Background: an optimization exercise with open tools, aiming at small area, a short achievable clock period and few clock cycles per item. Do not read the settings as production practice.
Function was checked by simulation only, so behaviour that the tests miss may differ from the original.
Power figures rest on the tool's default switching activity, not on a simulated workload.

`flow/config.mk`:
```
export PLATFORM = sky130hd
export DESIGN_NAME = motor_ui_core
export DESIGN_NICKNAME = motor_ui_core
export VERILOG_FILES = /design/flow/design.v
export SDC_FILE = /design/flow/constraint.sdc
export NUM_CORES = 4
export LEC_CHECK = 0
export CAP_MARGIN = 20
export CORE_MARGIN = 2
export CORE_UTILIZATION = 40
export SLEW_MARGIN = 20
```
`flow/constraint.sdc`:
```
create_clock -name core_clock -period 10.0 [get_ports {clk}]
set_input_delay 2.0000 -clock core_clock [delete_from_list [all_inputs] [get_ports {clk}]]
set_output_delay 2.0000 -clock core_clock [all_outputs]
set_load 0.01 [all_outputs]
```
`flow/design.v`:
```
module rhu_div (
    input  wire        clk,
    input  wire        start,
    input  wire [23:0] den,
    output reg         done,
    output wire        last,         
    output wire [22:0] rnd           
);
    localparam [23:0] NUM = 24'd12000000;
    reg [23:0] r;
    reg [23:0] q;
    reg [4:0]  cnt;                  
    wire [24:0] t   = {r, NUM[5'd23 - cnt]};
    wire [25:0] dif = {1'b0, t} - {2'b0, den};
    wire        ge  = !dif[25];
    assign rnd  = q[23:1] + {22'd0, q[0]};
    assign last = !done && (cnt == 5'd23);
    always @(posedge clk) begin
        if (start) begin
            r    <= 24'd0;
            cnt  <= 5'd0;
            done <= 1'b0;
        end else if (!done) begin
            r   <= ge ? dif[23:0] : t[23:0];
            q   <= {q[22:0], ge};
            cnt <= cnt + 5'd1;
            if (last)
                done <= 1'b1;
        end
    end
endmodule
module motor_ui_core (
    input  wire        clk,
    input  wire        rst,             
    input  wire        op_valid,
    input  wire [15:0] op_word,
    output wire        op_ready,
    output reg         done,
    output reg  [15:0] result,
    output reg         refused,
    output wire [3:0]  col_drive,
    output reg  [13:0] duty_hb,
    output reg  [13:0] duty_boost,
    output reg  [13:0] duty_buck,
    output reg         pwm_out_en,
    output wire [31:0] rpm,
    output reg         running,
    output reg         vth,
    output reg  [16:0] sp_volt,
    output reg  [16:0] sp_speed,
    output reg  [16:0] sp_max,
    output reg  [1:0]  cur_row,
    output reg  [2:0]  cur_col,
    output reg  [19:0] dig_buf,         
    output reg         digit_entered
);
    localparam [16:0] BATT_CV   = 17'd900;
    localparam [16:0] CEIL_CV   = 17'd2400;
    localparam [13:0] DUTY_FULL = 14'd10000;
    localparam [23:0] EP_MAX    = 24'hFFFFFF;
    reg [15:0] hb;
    reg [47:0] hr;
    reg [3:0]  col_oh;                  
    reg [5:0]  qs0, qs1;                
    reg        qin, qout;
    reg        sp_state;                
    reg [23:0] ep;                      
    reg [22:0] rpm_r;
    assign col_drive = col_oh;
    assign rpm       = {9'd0, rpm_r};
    reg       ib_v;
    reg       ib_scan, ib_speed, ib_ctrl, ib_edge, ib_pop, ib_reset, ib_ref;
    reg       ib_kdig, ib_kup, ib_kdn, ib_klt, ib_krt, ib_kcom, ib_kstar;
    reg [3:0] ib_lo;                    
    reg       ib_above;                 
    reg       ready_r;
    assign op_ready = ready_r;
    wire accept = op_valid && ready_r && !rst;
    wire [3:0] opc   = op_word[15:12];
    wire       z11_0 = (op_word[11:0] == 12'd0);
    wire [7:0] code  = op_word[7:0];
    wire       d_scan  = (opc == 4'h1) && (op_word[11:4] == 8'd0);
    wire       d_speed = (opc == 4'h2);
    wire       d_ctrl  = (opc == 4'h3) && z11_0;
    wire       d_edge  = (opc == 4'h4) && z11_0;
    wire       d_pop   = (opc == 4'h5) && z11_0;
    wire       d_key   = (opc == 4'h6) && (op_word[11:8] == 4'd0);
    wire       d_reset = (opc == 4'h7) && z11_0;
    wire       d_ref   = !(d_scan | d_speed | d_ctrl | d_edge | d_pop | d_key | d_reset);
    wire       d_kdig  = d_key && (code[7:4] == 4'h3) && (code[3:0] <= 4'd9);
    wire       d_kup   = d_key && (code == 8'h41);
    wire       d_kdn   = d_key && (code == 8'h42);
    wire       d_klt   = d_key && (code == 8'h43);
    wire       d_krt   = d_key && (code == 8'h44);
    wire       d_kcom  = d_key && (code == 8'h23);
    wire       d_kstar = d_key && (code == 8'h2A);
    wire       d_above = (op_word[11:0] >= 12'd1229);
    reg         rd_start;
    wire        rd_done, rd_last;
    wire [22:0] rd_rpm;
    rhu_div u_div (
        .clk   (clk),
        .start (rd_start),
        .den   (ep),
        .done  (rd_done),
        .last  (rd_last),
        .rnd   (rd_rpm)
    );
    reg        bb_ok, hb_ok;            
    reg [13:0] p_bb, p_hb;
    reg        bg_busy, bg_job;         
    reg [4:0]  bg_cnt;
    reg [16:0] bg_hi;
    reg [14:0] bg_lo;
    wire v_low  = (sp_volt <= BATT_CV);
    wire v_high = (sp_volt >  CEIL_CV);
    wire v_mid  = !v_low && !v_high;
    wire hb_zero = v_high || (sp_max == 17'd0);
    wire [16:0] v_m900 = sp_volt - BATT_CV;
    wire [16:0] bg_a   = bg_job ? sp_speed : (v_low ? sp_volt : v_m900);
    wire [16:0] bg_b   = bg_job ? sp_max   : (v_low ? BATT_CV : sp_volt);
    wire [26:0] bg_acc  = {bg_hi[16:0], bg_lo[14:5]};
    wire [26:0] bg_x5   = bg_acc + {bg_acc[24:0], 2'b00};
    wire [17:0] bg_t    = {bg_hi, bg_lo[14]};
    wire [18:0] bg_dif  = {1'b0, bg_t} - {2'b0, bg_b};
    wire        bg_ge   = !bg_dif[18];
    wire [13:0] bg_res  = bg_lo[14:1] + {13'd0, bg_lo[0]};
    wire rising  = ib_speed && ib_above && !sp_state;
    wire stall   = (rising && !rd_done) || (ib_ctrl && !(bb_ok && hb_ok));
    wire exec    = ib_v && !stall;
    function [7:0] keymap;
        input [3:0] k;
        begin
            case (k)
                4'd0:  keymap = "1";
                4'd1:  keymap = "4";
                4'd2:  keymap = "7";
                4'd3:  keymap = "*";
                4'd4:  keymap = "2";
                4'd5:  keymap = "5";
                4'd6:  keymap = "8";
                4'd7:  keymap = "0";
                4'd8:  keymap = "3";
                4'd9:  keymap = "6";
                4'd10: keymap = "9";
                4'd11: keymap = "#";
                4'd12: keymap = "A";
                4'd13: keymap = "B";
                4'd14: keymap = "C";
                default: keymap = "D";
            endcase
        end
    endfunction
    reg [1:0]  scol;
    reg [3:0]  s_hb;                    
    reg [11:0] s_hr;                    
    reg [5:0]  s_q0, s_q1;
    reg        s_qin;
    reg        s_b, s_x, s_sat;
    reg [2:0]  s_r;
    integer    ri;
    always @* begin
        scol = {col_oh[3] | col_oh[2], col_oh[3] | col_oh[1]};
        s_q0  = qs0;
        s_q1  = qs1;
        s_qin = qin;
        for (ri = 0; ri < 4; ri = ri + 1) begin
            s_b   = hb[{scol, ri[1:0]}];
            s_r   = hr[3*{scol, ri[1:0]} +: 3];
            s_x   = ib_lo[ri];
            s_sat = (s_r == 3'd7);
            s_hb[ri] = s_x;
            s_hr[3*ri +: 3] = (s_x != s_b) ? 3'd1 : (s_sat ? 3'd7 : s_r + 3'd1);
            if ((s_x != s_b) && s_sat) begin
                if (s_qin == 1'b0) begin
                    if (!s_q0[5]) begin
                        s_q0  = {1'b1, s_x, scol, ri[1:0]};
                        s_qin = 1'b1;
                    end
                end else begin
                    if (!s_q1[5]) begin
                        s_q1  = {1'b1, s_x, scol, ri[1:0]};
                        s_qin = 1'b0;
                    end
                end
            end
        end
    end
    wire [5:0]  pop_slot   = qout ? qs1 : qs0;
    wire [16:0] commit_val = dig_buf[3:0] * 17'd10000 + dig_buf[7:4] * 17'd1000
                           + dig_buf[11:8] * 17'd100 + dig_buf[15:12] * 17'd10
                           + {13'd0, dig_buf[19:16]};
    wire do_toggle = exec && (ib_edge || ib_kstar);
    wire do_commit = exec && ib_kcom;
    wire commit_v  = do_commit && (cur_row == 2'd0);
    wire commit_sm = do_commit && (cur_row != 2'd0);
    wire do_speed  = exec && ib_speed && !rising;   
    wire do_reset  = rst || (exec && ib_reset);
    reg ib_v_n, sp_state_n, rd_done_n, allok_n, bb_ok_n, hb_ok_n;
    reg n_speed_above, n_ctrl;
    always @* begin
        ib_v_n        = accept ? 1'b1 : (exec ? 1'b0 : ib_v);
        n_speed_above = accept ? (d_speed && d_above) : (ib_speed && ib_above);
        n_ctrl        = accept ? d_ctrl : ib_ctrl;
        if (do_reset)
            sp_state_n = 1'b0;
        else if (exec && rising)
            sp_state_n = 1'b1;
        else if (exec && ib_speed && !ib_above)
            sp_state_n = 1'b0;
        else
            sp_state_n = sp_state;
        rd_done_n = rd_start ? 1'b0 : (rd_done || rd_last);
        bb_ok_n   = do_reset || (!commit_v  && (bb_ok || bg_fin_bb));
        hb_ok_n   = do_reset || (!commit_sm && (hb_ok || bg_fin_hb));
        allok_n   = bb_ok_n && hb_ok_n;
    end
    wire bg_last   = bg_busy && (bg_cnt == 5'd19);
    wire bg_fin_bb = (bg_last && !bg_job) || bg_skip_bb;
    wire bg_fin_hb = (bg_last &&  bg_job) || bg_skip_hb;
    wire bg_pick   = !bg_busy && (!bb_ok || !hb_ok) && !do_commit;
    wire bg_pjob   = bb_ok;             
    wire bg_skip_bb = bg_pick && !bg_pjob && v_high;
    wire bg_skip_hb = bg_pick &&  bg_pjob && ((sp_max == 17'd0) || (sp_speed >= sp_max));
    always @* begin
        rd_start = do_reset || do_speed || (exec && rising);
    end
    always @(posedge clk) begin
        if (rst) begin
            ib_v    <= 1'b0;
            ready_r <= 1'b1;
        end else begin
            ib_v    <= ib_v_n;
            ready_r <= !(ib_v_n && ((n_speed_above && !sp_state_n && !rd_done_n)
                                   || (n_ctrl && !allok_n)));
        end
        if (accept) begin
            ib_scan  <= d_scan;
            ib_speed <= d_speed;
            ib_ctrl  <= d_ctrl;
            ib_edge  <= d_edge;
            ib_pop   <= d_pop;
            ib_reset <= d_reset;
            ib_ref   <= d_ref;
            ib_kdig  <= d_kdig;
            ib_kup   <= d_kup;
            ib_kdn   <= d_kdn;
            ib_klt   <= d_klt;
            ib_krt   <= d_krt;
            ib_kcom  <= d_kcom;
            ib_kstar <= d_kstar;
            ib_lo    <= op_word[3:0];
            ib_above <= d_above;
        end
        done <= !rst && exec;
        if (exec)
            refused <= ib_ref;
        if (exec && ib_pop)
            result <= pop_slot[5] ? {6'd0, 1'b1, pop_slot[4], keymap(pop_slot[3:0])} : 16'd0;
        if (do_reset) begin
            hb            <= 16'd0;
            hr            <= {16{3'd7}};
            col_oh        <= 4'b0001;
            qs0           <= 6'd0;
            qs1           <= 6'd0;
            qin           <= 1'b0;
            qout          <= 1'b0;
            sp_state      <= 1'b0;
            ep            <= 24'd1;
            rpm_r         <= 23'd0;
            cur_row       <= 2'd0;
            cur_col       <= 3'd0;
            dig_buf       <= 20'd0;
            digit_entered <= 1'b0;
            sp_volt       <= 17'd0;
            sp_speed      <= 17'd0;
            sp_max        <= 17'd0;
            running       <= 1'b0;
            vth           <= 1'b0;
            duty_hb       <= 14'd0;
            duty_boost    <= 14'd0;
            duty_buck     <= 14'd0;
            pwm_out_en    <= 1'b0;
            result        <= 16'd0;
            refused       <= 1'b0;
        end else if (exec) begin
            if (ib_scan) begin
                case (scol)
                    2'd0: begin hb[3:0]   <= s_hb; hr[11:0]  <= s_hr; end
                    2'd1: begin hb[7:4]   <= s_hb; hr[23:12] <= s_hr; end
                    2'd2: begin hb[11:8]  <= s_hb; hr[35:24] <= s_hr; end
                    default: begin hb[15:12] <= s_hb; hr[47:36] <= s_hr; end
                endcase
                qs0    <= s_q0;
                qs1    <= s_q1;
                qin    <= s_qin;
                col_oh <= {col_oh[2:0], col_oh[3]};
            end
            if (ib_speed) begin
                if (rising) begin
                    rpm_r    <= rd_rpm;
                    ep       <= 24'd1;
                    sp_state <= 1'b1;
                end else begin
                    if (!ib_above)
                        sp_state <= 1'b0;
                    if (!(sp_state && ib_above) && (ep > 24'd1000))
                        rpm_r <= 23'd0;
                    if (ep != EP_MAX)
                        ep <= ep + 24'd1;
                end
            end
            if (ib_ctrl) begin
                vth <= v_high;
                if (running) begin
                    duty_buck    <= v_low ? p_bb : (v_mid ? DUTY_FULL : 14'd0);
                    duty_boost   <= v_mid ? p_bb : 14'd0;
                    duty_hb      <= hb_zero ? 14'd0 : p_hb;
                    pwm_out_en   <= 1'b1;
                end else begin
                    duty_buck    <= 14'd0;
                    duty_boost   <= 14'd0;
                    duty_hb      <= 14'd0;
                    pwm_out_en   <= 1'b0;
                end
                if (digit_entered) begin
                    if (cur_col != 3'd4)
                        cur_col <= cur_col + 3'd1;
                    digit_entered <= 1'b0;
                end
            end
            if (ib_pop) begin
                if (pop_slot[5]) begin
                    if (qout) qs1 <= 6'd0;
                    else      qs0 <= 6'd0;
                    qout <= !qout;
                end
            end
            if (ib_kdig) begin
                case (cur_col)
                    3'd0: dig_buf[3:0]   <= ib_lo;
                    3'd1: dig_buf[7:4]   <= ib_lo;
                    3'd2: dig_buf[11:8]  <= ib_lo;
                    3'd3: dig_buf[15:12] <= ib_lo;
                    default: dig_buf[19:16] <= ib_lo;
                endcase
                digit_entered <= 1'b1;
            end
            if (ib_kup && cur_row != 2'd0)
                cur_row <= cur_row - 2'd1;
            if (ib_kdn && cur_row != 2'd2)
                cur_row <= cur_row + 2'd1;
            if (ib_klt && cur_col != 3'd0)
                cur_col <= cur_col - 3'd1;
            if (ib_krt && cur_col != 3'd4)
                cur_col <= cur_col + 3'd1;
            if (ib_kcom) begin
                case (cur_row)
                    2'd0:    sp_volt  <= commit_val;
                    2'd1:    sp_speed <= commit_val;
                    default: sp_max   <= commit_val;
                endcase
                dig_buf       <= 20'd0;
                cur_row       <= (cur_row == 2'd2) ? 2'd0 : cur_row + 2'd1;
                cur_col       <= 3'd0;
                digit_entered <= 1'b0;
            end
            if (ib_edge || ib_kstar) begin
                if (running)
                    running <= 1'b0;
                else if (!vth)
                    running <= 1'b1;
            end
        end
        if (do_reset) begin
            bb_ok   <= 1'b1;
            hb_ok   <= 1'b1;
            p_bb    <= 14'd0;
            p_hb    <= DUTY_FULL;
            bg_busy <= 1'b0;
        end else begin
            if (bg_busy) begin
                bg_cnt <= bg_cnt + 5'd1;
                if (bg_cnt < 5'd4) begin
                    {bg_hi, bg_lo[14:5]} <= bg_x5;
                end else if (!bg_last) begin
                    bg_hi <= bg_ge ? bg_dif[16:0] : bg_t[16:0];
                    bg_lo <= {bg_lo[13:0], bg_ge};
                end
                if (bg_last) begin
                    bg_busy <= 1'b0;
                    if (bg_job) begin p_hb <= bg_res; hb_ok <= 1'b1; end
                    else        begin p_bb <= bg_res; bb_ok <= 1'b1; end
                end
            end else if (bg_pick) begin
                bg_job <= bg_pjob;
                if (bg_skip_bb) begin
                    bb_ok <= 1'b1;
                end else if (bg_skip_hb) begin
                    hb_ok <= 1'b1;
                    p_hb  <= DUTY_FULL;
                end else begin
                    bg_busy <= 1'b1;
                    bg_cnt  <= 5'd0;
                end
            end
            if (bg_pick && !bg_skip_bb && !bg_skip_hb) begin
                {bg_hi, bg_lo} <= {10'd0, (bg_pjob ? sp_speed : (v_low ? sp_volt : v_m900)), 5'd0};
            end
            if (commit_v) begin
                bb_ok <= 1'b0;
                if (bg_busy && !bg_job) bg_busy <= 1'b0;
            end
            if (commit_sm) begin
                hb_ok <= 1'b0;
                if (bg_busy && bg_job) bg_busy <= 1'b0;
            end
        end
    end
endmodule
```
`flow/run.sh`:
```
#!/bin/bash
# synth_recipe.tcl (not shown) runs the flow's synth.tcl, then flattens the netlist and writes it again
# the make line also repeats each setting of config.mk as NAME=value (left out here)
make -C /OpenROAD-flow-scripts/flow DESIGN_CONFIG=/design/flow/config.mk WORK_HOME=/design/flow/orfs CLKGATE_MAP_FILE= SYNTH_SCRIPT=/design/flow/synth_recipe.tcl finish
```
==> impl_metrics.py, run 1 <==
metrics = {
    "run_status": {
        "status": "no timing/DRC/antenna violations",
    },
    "floorplan": {
        "die_w_um": 251,
        "die_height_um": 251,
        "pin_count": 196,
        "dieArea_um2": 63000,
        "start_util": 0.404,
        "coreArea_um2": 60400,
        "placementRows": 90,
    },
    "cts": {
        "h-tree-depth": 2,
        "postCtsSetupRepairBufs": 0,
        "cts-buffers-inserted": 48,
        "hold_buffers": 0,
        "cts_tree": "done",
        "numClockSinks": 407,
        "cts_resized": 0,
        "clock_latency_ns": 0.60,
        "cts_max_path_buffers": 3,
        "cts-root-buf": "clkbuf_16",
        "clkSlewWorstSetupHoldPaths_ns": 0.07,
    },
    "layout": {
        "mostFrequentLayoutCells": "dfxtp_1, nor2_1, nand2_1",
        "fin_nets": 3214,
        "drive_gt1_frac": 0.0530,
        "utilization": 0.472,
        "antennaDiodeCount": 0,
        "layout_commonest_cell": "dfxtp_1",
        "syn_to_final_growth_pct": 16.9,
    },
    "worst_setup_path": {
        "critPathKind": "flip-flop to flip-flop",
        "end_kind": "flip-flop",
        "r2r-start": "dig_buf[6]$_SDFFE_PN0P_",
        "setup.worst_path.start": "dig_buf[6]$_SDFFE_PN0P_",
        "critPathMaxFanout": 8,
        "cp_top_family": "adder cells",
        "cpPeakStageDelay_ns": 0.68,
        "crit_chain": "ha_1 -> fa_1 -> fa_1 -> fa_1 -> inv_1 -> fa_1 -> inv_1 -> ha_1 -> a21boi_0 -> o21ai_0 -> a21boi_0 -> o21ai_0 -> a21oi_1 -> o41ai_1 -> or4_1 -> o311ai_0",
        "worstPathArrival_ns": 5.90,
        "cp_num_buf_inv": 2,
        "cp_slowest_cell": "o41ai_1",
        "cpMostUsedCell": "fa_1",
        "start_kind": "flip-flop",
        "cp.required_ns": 10.45,
    },
    "synthesis": {
        "async_flop_share": 0,
        "synth_top_area_share": 0.268,
        "yosysWarnings": 2,
        "seq_area_frac_synth": 0.367,
        "synth_top_area_cell": "dfxtp_1",
        "ys_top_cells_by_area": "dfxtp_1, edfxtp_1, ha_1, nor2_1, nand2_1",
        "postSynthCellCount": 2869,
        "synth-edff-count": 80,
        "ys_types": 87,
        "ys.flop_type": "dfxtp_1",
        "ys_ff_latch": 407,
        "syn_area_per_cell_um2": 8.50,
        "netlist_area_um2": 24400,
    },
    "power_and_ir_drop": {
        "swShare": 0.295,
        "pwr-share-comb": 0.199,
        "p_leak_nw": 11.3,
        "p_clk_frac": 0.406,
        "powerDensity_nw_per_um2": 160,
        "switching_power_w": 0.00135,
        "pwr-share-seq": 0.394,
        "power.internal_w": 0.00322,
        "ir_drop_mv": 0.119,
    },
    "sta": {
        "max_slew.worst_pin.slew_ns": 1.09,
        "hold_viol": 0,
        "fin_skew_ns": 0.0316,
        "post-route-min-period_ns": 5.45,
        "tns_ns": 0,
        "drv_slew": 0,
        "period_share": 0.545,
        "fmax_ghz": 0.183,
        "maxSlewHeadroom": 0.270,
        "rsz0062_at_grt": "false",
        "setup_viol": 0,
    },
    "placement": {
        "gp_congestion": 0.930,
        "port_buffers": 179,
        "dp.final_hpwl_mm": 51.2,
    },
    "run": {
        "cap_violations": 0,
    },
    "global_routing": {
        "grt_pass1_wl_mm": 111,
        "grt_max_degree": 91,
        "grtUsageTotal": 0.217,
        "antenna_found_initial": 0,
        "grt_pass1_vias": 20500,
        "grt_overflow": 0,
    },
    "worst_hold_path": {
        "worstHoldStart": "duty_buck[13]$_SDFFE_PN0P_",
        "min_path_type": "flip-flop to flip-flop",
    },
    "routing": {
        "initialDrtViolationCount": 1461,
        "post_drt_via_cell_ratio": 5.60,
        "drt_first_pass_iters": 6,
        "vias": 21300,
        "wl_per_cell_um": 18.4,
        "postRouteAntennaNets": 0,
        "drc": 0,
        "finalWirelength_mm": 70.2,
    },
}
==> registers in the layout, summed over array words and instances (netlist names), 15 cells and up <==
name,count
ep,24
hb,16
u_div.r,24
bg_lo,15
bg_hi,17
sp_speed,17
u_div.q,24
sp_volt,17
rpm_r,23
hr,48
dig_buf,20
sp_max,17
==> power by group through the flow <==
stage | combinational, W | sequential, W | clock, W
after floorplan | 0.000733 | 0.00181 | 0
after global placement | 0.000887 | 0.00183 | 0
after detailed placement | 0.000900 | 0.00183 | 0
after CTS | 0.000906 | 0.00180 | 0.00189
after global routing | 0.00102 | 0.00181 | 0.00195
final | 0.000908 | 0.00180 | 0.00185
==> synth_stat cells, drive strengths merged, types with 75 or more instances <==
cell and number:
a22oi 79, dfxtp 327, o21ai 141, nand3 75
edfxtp 80, inv 156, clkbuf 113, xnor2 96
nand2 309, ha 183, nor2 323, a21oi 203
==> worst paths after layout <==
path / endpoint / slack [ns] / cells after the start
hold / removal: duty_buck[13]$_SDFFE_PN0P_ / 0.46 / 2
setup / recovery: sp_max[15]$_SDFFE_PN0P_ / 4.55 / 16
setup reg to reg: sp_max[15]$_SDFFE_PN0P_ / 4.55 / 16
hold reg to reg: duty_buck[13]$_SDFFE_PN0P_ / 0.46 / 2
==> through the flow <==
stage	hold WS, ns	power (W)	worst slack (ns)	instances	cell area (um^2)
after floorplan	0.421	0.00254	5.05	2884	24400
after global placement	0.442	0.00272	4.75	3714	26800
after detailed placement	0.449	0.00273	4.61	3714	26800
after CTS	0.457	0.00460	4.54	3803	28500
after global routing	0.478	0.00478	4.13	3803	28500
final	0.458	0.00456	4.55	3803	28500
==> worst min-delay path, stage by stage, from the launching register on <==
cell	delay, ns
dfxtp_1	0.31
nand2_1	0.05
a21oi_1	0.05
==> cell families after synthesis <==
kind of cell	Yosys count	share of synthesized area
AO/OA/AOI/OAI	729	0.194
XOR/XNOR	145	0.0521
adder cells (fa/ha/maj)	214	0.119
buffers and inverters	310	0.0513
flip-flops	407	0.367
multiplexers	79	0.0337
other	1	0.000154
AND/OR/NAND/NOR	984	0.183
==> final cells by class <==
class | instances | area (um^2)
Sequential cell | 407 | 8950
Timing Repair Buffer | 202 | 1960
Tap cell | 782 | 978
Fill cell | 5747 | 31800
Clock inverter | 24 | 255
Inverter | 156 | 586
Multi-Input combinational cell | 2167 | 14300
Clock buffer | 65 | 1440
==> layer usage <==
metal	share of wire	global-route usage	vias to the layer above
met3	0.053	0.0330	99
met4	0.024	0.0658	0
li1	-	-	10400
met2	0.47	0.362	572
met5	0	0	-
met1	0.45	0.290	10300
Testbench counts, summed over its fixed seeds: cycles 31,338, ops 24,000.
==> inputs of run 2 (changes only) <==
--- a/flow/design.v
+++ b/flow/design.v
@@ -5,23 +5,23 @@
     output reg         done,
     output wire        last,         
-    output wire [22:0] rnd           
+    output wire [16:0] rnd
 );
     localparam [23:0] NUM = 24'd12000000;
     reg [23:0] r;
-    reg [23:0] q;
+    reg [17:0] q;
     reg [4:0]  cnt;                  
-    wire [24:0] t   = {r, NUM[5'd23 - cnt]};
+    wire [24:0] t   = {r, NUM[5'd17 - cnt]};
     wire [25:0] dif = {1'b0, t} - {2'b0, den};
     wire        ge  = !dif[25];
-    assign rnd  = q[23:1] + {22'd0, q[0]};
-    assign last = !done && (cnt == 5'd23);
+    assign rnd  = q[17:1] + {16'd0, q[0]};
+    assign last = !done && (cnt == 5'd17);
     always @(posedge clk) begin
         if (start) begin
-            r    <= 24'd0;
+            r    <= NUM >> 18;
             cnt  <= 5'd0;
             done <= 1'b0;
         end else if (!done) begin
             r   <= ge ? dif[23:0] : t[23:0];
-            q   <= {q[22:0], ge};
+            q   <= {q[16:0], ge};
             cnt <= cnt + 5'd1;
             if (last)
@@ -98,5 +98,6 @@
     reg         rd_start;
     wire        rd_done, rd_last;
-    wire [22:0] rd_rpm;
+    wire [16:0] rd_rpm;
+    wire        ep_small = (ep[23:6] == 18'd0);
     rhu_div u_div (
         .clk   (clk),
@@ -127,5 +128,5 @@
     wire [13:0] bg_res  = bg_lo[14:1] + {13'd0, bg_lo[0]};
     wire rising  = ib_speed && ib_above && !sp_state;
-    wire stall   = (rising && !rd_done) || (ib_ctrl && !(bb_ok && hb_ok));
+    wire stall   = (rising && !ep_small && !rd_done) || (ib_ctrl && !(bb_ok && hb_ok));
     wire exec    = ib_v && !stall;
     function [7:0] keymap;
@@ -152,4 +153,75 @@
         end
     endfunction
+    function [22:0] rpm_rom;
+        input [5:0] e;
+        begin
+            case (e)
+                6'd1: rpm_rom = 23'd6000000;
+                6'd2: rpm_rom = 23'd3000000;
+                6'd3: rpm_rom = 23'd2000000;
+                6'd4: rpm_rom = 23'd1500000;
+                6'd5: rpm_rom = 23'd1200000;
+                6'd6: rpm_rom = 23'd1000000;
+                6'd7: rpm_rom = 23'd857143;
+                6'd8: rpm_rom = 23'd750000;
+                6'd9: rpm_rom = 23'd666667;
+                6'd10: rpm_rom = 23'd600000;
+                6'd11: rpm_rom = 23'd545455;
+                6'd12: rpm_rom = 23'd500000;
+                6'd13: rpm_rom = 23'd461538;
+                6'd14: rpm_rom = 23'd428571;
+                6'd15: rpm_rom = 23'd400000;
+                6'd16: rpm_rom = 23'd375000;
+                6'd17: rpm_rom = 23'd352941;
+                6'd18: rpm_rom = 23'd333333;
+                6'd19: rpm_rom = 23'd315789;
+                6'd20: rpm_rom = 23'd300000;
+                6'd21: rpm_rom = 23'd285714;
+                6'd22: rpm_rom = 23'd272727;
+                6'd23: rpm_rom = 23'd260870;
+                6'd24: rpm_rom = 23'd250000;
+                6'd25: rpm_rom = 23'd240000;
+                6'd26: rpm_rom = 23'd230769;
+                6'd27: rpm_rom = 23'd222222;
+                6'd28: rpm_rom = 23'd214286;
+                6'd29: rpm_rom = 23'd206897;
+                6'd30: rpm_rom = 23'd200000;
+                6'd31: rpm_rom = 23'd193548;
+                6'd32: rpm_rom = 23'd187500;
+                6'd33: rpm_rom = 23'd181818;
+                6'd34: rpm_rom = 23'd176471;
+                6'd35: rpm_rom = 23'd171429;
+                6'd36: rpm_rom = 23'd166667;
+                6'd37: rpm_rom = 23'd162162;
+                6'd38: rpm_rom = 23'd157895;
+                6'd39: rpm_rom = 23'd153846;
+                6'd40: rpm_rom = 23'd150000;
+                6'd41: rpm_rom = 23'd146341;
+                6'd42: rpm_rom = 23'd142857;
+                6'd43: rpm_rom = 23'd139535;
+                6'd44: rpm_rom = 23'd136364;
+                6'd45: rpm_rom = 23'd133333;
+                6'd46: rpm_rom = 23'd130435;
+                6'd47: rpm_rom = 23'd127660;
+                6'd48: rpm_rom = 23'd125000;
+                6'd49: rpm_rom = 23'd122449;
+                6'd50: rpm_rom = 23'd120000;
+                6'd51: rpm_rom = 23'd117647;
+                6'd52: rpm_rom = 23'd115385;
+                6'd53: rpm_rom = 23'd113208;
+                6'd54: rpm_rom = 23'd111111;
+                6'd55: rpm_rom = 23'd109091;
+                6'd56: rpm_rom = 23'd107143;
+                6'd57: rpm_rom = 23'd105263;
+                6'd58: rpm_rom = 23'd103448;
+                6'd59: rpm_rom = 23'd101695;
+                6'd60: rpm_rom = 23'd100000;
+                6'd61: rpm_rom = 23'd98361;
+                6'd62: rpm_rom = 23'd96774;
+                6'd63: rpm_rom = 23'd95238;
+                default: rpm_rom = 23'd0;
+            endcase
+        end
+    endfunction
     reg [1:0]  scol;
     reg [3:0]  s_hb;                    
@@ -197,4 +269,6 @@
     wire do_speed  = exec && ib_speed && !rising;   
     wire do_reset  = rst || (exec && ib_reset);
+    reg [23:0] ep_n;
+    reg rd_ok_n;
     reg ib_v_n, sp_state_n, rd_done_n, allok_n, bb_ok_n, hb_ok_n;
     reg n_speed_above, n_ctrl;
@@ -212,4 +286,11 @@
             sp_state_n = sp_state;
         rd_done_n = rd_start ? 1'b0 : (rd_done || rd_last);
+        if (do_reset || (exec && rising))
+            ep_n = 24'd1;
+        else if (do_speed && ep != EP_MAX)
+            ep_n = ep + 24'd1;
+        else
+            ep_n = ep;
+        rd_ok_n = rd_done_n || (ep_n[23:6] == 18'd0);
         bb_ok_n   = do_reset || (!commit_v  && (bb_ok || bg_fin_bb));
         hb_ok_n   = do_reset || (!commit_sm && (hb_ok || bg_fin_hb));
@@ -232,5 +313,5 @@
         end else begin
             ib_v    <= ib_v_n;
-            ready_r <= !(ib_v_n && ((n_speed_above && !sp_state_n && !rd_done_n)
+            ready_r <= !(ib_v_n && ((n_speed_above && !sp_state_n && !rd_ok_n)
                                    || (n_ctrl && !allok_n)));
         end
@@ -299,5 +380,5 @@
             if (ib_speed) begin
                 if (rising) begin
-                    rpm_r    <= rd_rpm;
+                    rpm_r    <= ep_small ? rpm_rom(ep[5:0]) : {6'd0, rd_rpm};
                     ep       <= 24'd1;
                     sp_state <= 1'b1;
@@ -307,6 +388,5 @@
                     if (!(sp_state && ib_above) && (ep > 24'd1000))
                         rpm_r <= 23'd0;
-                    if (ep != EP_MAX)
-                        ep <= ep + 24'd1;
+                    ep <= ep_n;
                 end
             end
==> run 2 against run 1 <==
Sequential share of layout area down 1.6 points. Hold slack got worse by 0.0075 ns. Combinational power fell by 22%.
==> impl_metrics.py, run 2 <==
metrics = {
    "layout": {
        "utilization": 0.463,
        "drive_gt1_frac": 0.0617,
        "biggestRegsByFlops": "hr: 48 flops, ep: 24 flops, u_div.r: 24 flops",
        "mostFrequentLayoutCells": "nand2_1, nor2_1, dfxtp_1",
        "largest_reg_flops": 48,
        "syn_to_final_growth_pct": 15.2,
        "fin_nets": 3591,
        "stdcell_count": 4262,
        "fillers": 6570,
        "largest-register": "hr",
        "layout_commonest_cell": "nand2_1",
    },
    "placement": {
        "dp.final_hpwl_mm": 58.7,
        "place_inst": 4171,
        "gp_congestion": 0.937,
        "port_buffers": 179,
        "preCtsSetupSlack_ns": 4.29,
    },
    "floorplan": {
        "die_height_um": 263,
        "pin_count": 196,
        "placementRows": 95,
        "die_w_um": 263,
        "dieArea_um2": 69400,
        "coreArea_um2": 66900,
        "start_util": 0.402,
    },
    "cts": {
        "cts_tree": "done",
        "clock_latency_ns": 0.62,
        "clkSlewWorstSetupHoldPaths_ns": 0.06,
        "numClockSinks": 424,
        "h-tree-depth": 2,
        "cts_max_path_buffers": 3,
        "cts_resized": 0,
        "cts-buffers-inserted": 49,
        "cts-root-buf": "clkbuf_16",
        "hold_buffers": 0,
        "postCtsSetupRepairBufs": 0,
    },
    "synthesis": {
        "ys.flop_type": "dfxtp_1",
        "synth_top_area_cell": "dfxtp_1",
        "async_flop_share": 0,
        "ys_ff_latch": 424,
        "postSynthCellCount": 3263,
        "ys_types": 112,
        "seq_area_frac_synth": 0.343,
        "synthTopCellsByCount": "nand2_1, nor2_1, dfxtp_1, a21oi_1, ha_1",
        "syn_area_per_cell_um2": 8.25,
        "synth_top_area_share": 0.260,
        "synth.most_common_cell": "nand2_1",
        "yosysWarnings": 2,
        "ys_top_cells_by_area": "dfxtp_1, ha_1, edfxtp_1, nand2_1, nor2_1",
        "synth-edff-count": 74,
        "netlist_area_um2": 26900,
    },
    "worst_setup_path": {
        "r2r_cells": 18,
        "critPathMaxFanout": 32,
        "setup.worst_path.start": "sp_volt[12]$_SDFFE_PP0P_",
        "start_kind": "flip-flop",
        "r2r-start": "sp_volt[12]$_SDFFE_PP0P_",
        "timing.rr.end": "bg_hi[4]$_DFFE_PP_",
        "end_kind": "flip-flop",
        "rrSetupSlack_ns": 4.37,
        "worstPathArrival_ns": 6.08,
        "cp.required_ns": 10.45,
        "critPathKind": "flip-flop to flip-flop",
    },
    "power_and_ir_drop": {
        "p_leak_nw": 12.1,
        "powerDensity_nw_per_um2": 144,
        "total_power_w": 0.00447,
        "ir_drop_mv": 0.179,
    },
    "worst_hold_path": {
        "worstHoldStart": "result[2]$_SDFFE_PP0P_",
        "whs_endpoint": "result[2]$_SDFFE_PP0P_",
        "hold_depth": 2,
        "min_path_type": "flip-flop to flip-flop",
    },
    "routing": {
        "highest_layer": "met5",
        "postRouteAntennaNets": 0,
        "wl_met1_mm": 35.9,
        "post_drt_via_cell_ratio": 5.61,
        "finalWirelength_mm": 80.6,
        "vias": 23900,
        "wl_met2_mm": 37.4,
        "initialDrtViolationCount": 1976,
        "route.met3.wl_mm": 4.76,
        "wl_per_cell_um": 18.9,
        "drt_first_pass_iters": 8,
        "drc": 0,
    },
    "sta": {
        "post-route-min-period_ns": 5.63,
        "drv_slew": 0,
        "maxSlewHeadroom": 0.289,
        "rsz0062_at_grt": "false",
        "max_slew.worst_pin.slew_ns": 1.07,
        "fmax_ghz": 0.178,
        "setup_viol": 0,
        "period_share": 0.563,
        "tns_ns": 0,
        "fin_ws_ns": 4.37,
        "hold_viol": 0,
        "fin_skew_ns": 0.0487,
    },
    "global_routing": {
        "antenna_found_initial": 6,
        "grtUsageTotal": 0.227,
        "grt_overflow": 0,
        "grt_pass1_vias": 22100,
        "grt_max_degree": 98,
        "grt_pass1_wl_mm": 127,
    },
    "run": {
        "cap_violations": 0,
    },
    "run_status": {
        "status": "no timing/DRC/antenna violations",
    },
}
run 2: changes by cell type after synthesis, sizes merged, moves of 11 or more:
cell / delta
nand2: +74
buf: +27
a21o: -15
o21ai: +50
a211oi: +15
nor2: +60
a21oi: +63
dfxtp: +23
nand3: +16
o22ai: +13
clkbuf: +11
run 2: area by class of cell:
class | instances | area, um^2 | area share
inverters | 155 | 583 | 0.0188
clock buffers | 68 | 1440 | 0.0465
flip-flops and latches | 424 | 9230 | 0.298
well taps | 873 | 1090 | 0.0352
clock inverters | 21 | 309 | 0.00997
multi-input cells | 2507 | 16300 | 0.525
diodes | 1 | 2.50 | 0.0000807
repair buffers | 213 | 2050 | 0.0662
run 2: stage by stage:
step	instance area (um^2)	hold slack, ns
finish	31000	0.451
global route	31000	0.474
CTS	31000	0.457
detailed placement	29200	0.447
global placement	29200	0.440
floorplan	27000	0.403
run 2: how the worst max path moves through the flow:
stage | endpoint | cells past startpoint | slack, ns
3_5_place_dp | flip-flop | 13 | 4.29
4_1_cts | bg_hi[4]$_DFFE_PP_ | 18 | 4.43
5_1_grt | bg_hi[4]$_DFFE_PP_ | 18 | 3.99
3_3_place_gp | flip-flop | 12 | 4.34
2_1_floorplan | sp_max[15]$_SDFFE_PP0P_ | 17 | 5.16
6_report | bg_hi[4]$_DFFE_PP_ | 18 | 4.37
run 2: kinds of logic (layout without fill, tap and decap cells):
group           after synthesis  in the layout  synth area share
compound gates              907            907             0.221
xor+xnor                    145            145            0.0472
fa+ha+maj                   223            223             0.112
buf+inv                     347            457            0.0557
flops                       424            424             0.343
mux                          74             74            0.0283
other cells                   1             17          0.000139
simple gates               1142           1142             0.193
run 2: metal layers:
layer | track usage | up-vias
met4 | 0.0718 | 10
met1 | 0.308 | 11200
met5 | 0 | -
li1 | - | 11800
met3 | 0.0304 | 167
met2 | 0.373 | 707
run 2: worst max-delay path, stage by stage, from the launching register on:
cell and delay, ns:
dfxtp_1 0.39, or4_1 0.58, or2_2 0.34, a2111oi_4 0.72, inv_1 0.42, nand2_1 0.15
o21ai_0 0.12, ha_1 0.25, fa_1 0.40, nand2b_1 0.18, a21oi_1 0.29, o211ai_1 0.19
a31o_2 0.24, a21oi_1 0.24, a21boi_2 0.09, buf_4 0.23, o311ai_0 0.33, o21ai_0 0.14
o21ai_0 0.16
run 2: report_power, final:
part           internal (W)  total (W)  leakage (nW)  switching (W)
sequential          0.00179    0.00183          3.54      0.0000425
clock               0.00117    0.00193         0.862       0.000761
combinational      0.000296   0.000707          7.67       0.000411
Testbench counts of run 2, summed over its fixed seeds: cycles 25,458, ops 24,000.

-- separate check: timing with driven ports --
The flow's constraints put no driver on any port. The routed layouts listed below were extracted and timed again, unchanged, in two steps. Step 1 (the two cells are an assumption about what drives the block):
set clk [get_ports {clk}]
set_driving_cell -lib_cell sky130_fd_sc_hd__clkbuf_16 $clk
set_driving_cell -lib_cell sky130_fd_sc_hd__buf_2 [delete_from_list [all_inputs] $clk]
Step 2, shift: input delay + t, output delay - t, t = (earliest + latest rising clock arrival at the registers) / 2. This alone moves slack from input paths to output paths. Slacks: ideal / step 1 / step 2; pairs: ideal / step 1.
| run | t, ns | setup slack, ns | worst hold slack (ns) | latest minus earliest clock arrival (ns) |
|---|---|---|---|---|
| run 1 | 0.643 | 4.549 / 4.549 / 4.549 | 0.458 / 0.458 / 0.458 | 0.032 / 0.033 |
| run 2 | 0.653 | 4.372 / 4.372 / 4.065 | 0.451 / 0.451 / 0.451 | 0.051 / 0.051 |
After both steps every run listed still meets setup and hold. For run 2, which loses most, drivers alone change the setup slack by 0.000 ns; drivers and shift together by -0.307 ns.
